What follows belongs to an exercise in optimizing a design on an open flow for small area, a short achievable clock period and few clock cycles per item; a production flow would make more cautious choices.
Only simulation tests tie the RTL to the original design; equivalence was not proved.

==> flow/design.v (excerpt) <==
module nbhd_filter (
    input  wire        clk,
    input  wire        rst,         
    input  wire        in_valid,
    output wire        in_ready,
    input  wire [1:0]  in_op,       
    input  wire [71:0] in_win,
    output wire        out_valid,
    output wire [7:0]  out_pix
);
    assign in_ready = 1'b1;
    reg        s1_valid;
    reg [1:0]  s1_op;
    reg [71:0] s1_win;
    reg        s1_sh;
    always @(posedge clk) begin
        s1_valid <= in_valid & ~rst;
        s1_op    <= in_op;
        s1_sh    <= (in_op == 2'd0);    
        s1_win   <= in_win;
    end
    wire [7:0]  sharpen_pix, median_pix;
    wire [10:0] sx, sy;
    wire [10:0] lin_x;
    nbhd_lin         u_lin     (.win(s1_win), .sh(s1_sh), .x(lin_x), .sy(sy));
    nbhd_median      u_median  (.win(s1_win), .pix(median_pix));
    wire        sobel = (s1_op == 2'd1);
    reg  [10:0] s1_x;
    always @* begin
        case (s1_op)
            2'd0:    s1_x = lin_x;
            2'd1:    s1_x = lin_x;
            2'd2:    s1_x = {3'd0, median_pix};
            default: s1_x = {3'd0, s1_win[39:32]};
        endcase
    end
    reg        s2_valid;
    reg [10:0] s2_x, s2_y;
    always @(posedge clk) begin
        s2_valid <= s1_valid & ~rst;
        s2_x     <= s1_x;
        s2_y     <= sy & {11{sobel}};
    end
    wire [7:0]  ga, gb;
    wire        gxs, gys, gbig;
    nbhd_sobel_mag u_mag (.sx(s2_x), .sy(s2_y), .a(ga), .xs(gxs), .b(gb), .ys(gys), .big(gbig));
    wire [15:0] mc;
    wire        ov;
    nbhd_sobel_sq  u_sq  (.a(ga), .xs(gxs), .b(gb), .ys(gys), .big(gbig), .mc(mc), .ov(ov));
    reg        s3_valid;
    reg [15:0] s3_m;
    reg        s3_ov;
    always @(posedge clk) begin
        s3_valid <= s2_valid & ~rst;
        s3_m     <= mc;
        s3_ov    <= ov;
    end
    wire [6:0] rem_a;
    wire [5:0] root_a;
    nbhd_sqrt_a u_sqa (.m(s3_m), .rem(rem_a), .root(root_a));
    reg        s4_valid;
    reg [15:0] s4_m;
    reg [6:0] s4_rem;
    reg [5:0] s4_root;
    reg        s4_sat;
    always @(posedge clk) begin
        s4_valid <= s3_valid & ~rst;
        s4_m     <= s3_m;
        s4_rem   <= rem_a;
        s4_root  <= root_a;
        s4_sat   <= s3_ov | (s3_m >= 16'd65025);    
    end
    wire [7:0] root_pix;
  ...
Size: roughly 87 I/O pins.
Settings: LEC_CHECK=0, ABC_AREA=1, CAP_MARGIN=20, CORE_MARGIN=2, CORE_UTILIZATION=60, SLEW_MARGIN=20; clock period 35.0 ns.
standard.sh (not shown) runs the stock make flow with config.mk's settings and CLKGATE_MAP_FILE= SYNTH_SCRIPT=/design/flow/synth_recipe.tcl, a recipe that flattens the netlist after the stock synthesis.
==> flow/flow/run.sh <==
#!/bin/bash
# The standard layout (standard.sh), with every input and output port
# buffered by a plain buf_1 cell instead of the buffer_ports default, and
# clock tree synthesis without dummy loads.
set -euo pipefail
export BUFFER_PORTS_ARGS="-buffer_cell sky130_fd_sc_hd__buf_1"
export CTS_ARGS="-sink_clustering_enable -repair_clock_nets -dont_use_dummy_load"
bash standard.sh > standard.log 2>&1
The first run completed with no timing, DRC or antenna violations.
Testbench counts at the start, summed over its fixed seeds: cycles 24,032, items 24,000.
Rerun with:
==> flow/flow/run.sh (replaced) <==
#!/bin/bash
# The standard layout (standard.sh), with every input and output port
# buffered by a plain buf_1 cell instead of the buffer_ports default.
set -euo pipefail
export BUFFER_PORTS_ARGS="-buffer_cell sky130_fd_sc_hd__buf_1"
bash standard.sh > standard.log 2>&1
- wire length is about the same
- critical path depth is unchanged
- utilization rises by 0.63 points
- area after synthesis is unchanged
- cell count rises by 0.54%
- worst hold slack improved by 0.014 ns
Rerun with:
Settings changed: CTS_BUF_LIST set to sky130_fd_sc_hd__clkbuf_8.
Result: Final cell count is unchanged. Hold slack gains 0.0063 ns. Synthesized area is unchanged. Flip-flop and latch count does not change. Global-route usage came out lower by 0.28 points. Critical path depth stays the same. Utilization came out lower by 0.71 points. Setup slack loses 0.049 ns. Count of clock-buffer cells in the layout does not change. Non-clock buffer count does not change.
Rerun with:
Settings changed: CTS_BUF_LIST sky130_fd_sc_hd__clkbuf_8 to unset, CTS_CLUSTER_DIAMETER set to 80, CTS_CLUSTER_SIZE set to 30.
=>
- wire length grows by 0.41%
- setup slack gains 0.049 ns
- count of clock-buffer cells in the layout stays the same
- area after synthesis is unchanged
- via count grows by 0.53%

* * *

Another version of the RTL of nbhd_filter (not shown whole).
For scale: roughly 2400 cells after synthesis, roughly 150 flip-flops, about 16000 um^2 of cells after synthesis.
clock: 35.0 ns
lec_check: 0
abc_area: 1
cap_margin: 20
core_margin: 2
core_utilization: 60
slew_margin: 20
==> flow/flow/run.sh <==
#!/bin/bash
# The standard layout (standard.sh), with every input and output port
# buffered by a plain buf_1 cell instead of the buffer_ports default, and
# clock tree synthesis without dummy loads.
set -euo pipefail
export BUFFER_PORTS_ARGS="-buffer_cell sky130_fd_sc_hd__buf_1"
export CTS_ARGS="-sink_clustering_enable -repair_clock_nets -dont_use_dummy_load"
bash standard.sh > standard.log 2>&1
Testbench counts at the start, summed over its fixed seeds: cycles 24,032, items 24,000.
Then changed:
==> flow/flow/run.sh (replaced) <==
#!/bin/bash
# The standard layout (standard.sh), with every input and output port
# buffered by a plain buf_1 cell instead of the buffer_ports default.
set -euo pipefail
export BUFFER_PORTS_ARGS="-buffer_cell sky130_fd_sc_hd__buf_1"
bash standard.sh > standard.log 2>&1
After rerunning:
- The changed run completed without violations
- die area stays the same
- register-to-register slack stays flat
- core utilization came out higher by 0.69 points
- maximum frequency hardly moves

* * *

Setup of JK:
Another version of the RTL of nbhd_filter (not shown whole).
For scale: ~2500 cells after synthesis, roughly 140 flip-flops.
export LEC_CHECK = 0
export ABC_AREA = 1
export CAP_MARGIN = 20
export CORE_MARGIN = 2
export CORE_UTILIZATION = 60
export SLEW_MARGIN = 20
create_clock -name core_clock -period 35.0 [get_ports {clk}]
==> flow/flow/run.sh <==
#!/bin/bash
# The standard layout (standard.sh), with every input and output port
# buffered by a plain buf_1 cell instead of the buffer_ports default.
set -euo pipefail
export BUFFER_PORTS_ARGS="-buffer_cell sky130_fd_sc_hd__buf_1"
bash standard.sh > standard.log 2>&1
Testbench counts of JK, summed over its fixed seeds: cycles 24,032, items 24,000.
The following lists how MS was set up differently from JK:
==> flow/run.sh (new file) <==
#!/bin/bash
# synth_recipe.tcl (not shown) runs the flow's synth.tcl, then flattens the netlist and writes it again
# the make line also repeats each setting of config.mk as NAME=value (left out here)
make -C /OpenROAD-flow-scripts/flow DESIGN_CONFIG=/design/flow/config.mk WORK_HOME=/design/flow/orfs CLKGATE_MAP_FILE= SYNTH_SCRIPT=/design/flow/synth_recipe.tcl finish
removed: flow/flow/run.sh
removed: flow/standard.sh
--- outcome ---
- MS vs JK on share of the core filled with cells: MS is the higher one.
- From JK to MS, area of the die did not move at all.
- Diff JK -> MS: worst setup slack now smaller.

[re-timing with driven ports]
No port has a modelled driver above. Below, the same layouts with a new extraction and two added sets of constraints. Step 1: set_driving_cell puts a clkbuf_16 on clk and a buf_2 on each other input, an assumption about the parent block. Step 2 moves the port delays by t, midway between the first and last clock arrival at a register: inputs arrive t later, outputs are due t later. That takes back most of the time a late clock gives input paths. Three values: no drivers, after step 1, after step 2; two values: the first two.
| run | t, ns | slack for setup (ns) | latest minus earliest clock arrival (ns) | slew at the worst register clock pin (ns) |
|---|---|---|---|---|
| the first run of note 1 | 0.473 | 27.101 / 27.047 / 27.519 | 0.027 / 0.027 | 0.07 / 0.07 |
| the second run of note 1 | 0.490 | 27.095 / 27.040 / 27.530 | 0.019 / 0.020 | 0.08 / 0.08 |
| the third run of note 1 | 0.522 | 27.046 / 26.997 / 27.520 | 0.031 / 0.031 | 0.13 / 0.13 |
| the fourth run of note 1 | 0.490 | 27.095 / 27.040 / 27.530 | 0.019 / 0.020 | 0.08 / 0.08 |
| the first run of note 2 | 0.473 | 27.105 / 27.054 / 27.526 | 0.027 / 0.027 | 0.07 / 0.07 |
| the second run of note 2 | 0.486 | 27.096 / 27.046 / 27.532 | 0.016 / 0.016 | 0.08 / 0.08 |
| JK | 0.500 | 27.092 / 27.039 / 27.315 | 0.013 / 0.013 | 0.07 / 0.07 |
| MS | 0.498 | 26.701 / 26.647 / 27.146 | 0.018 / 0.019 | 0.06 / 0.06 |
After both steps every run listed still meets setup and hold.
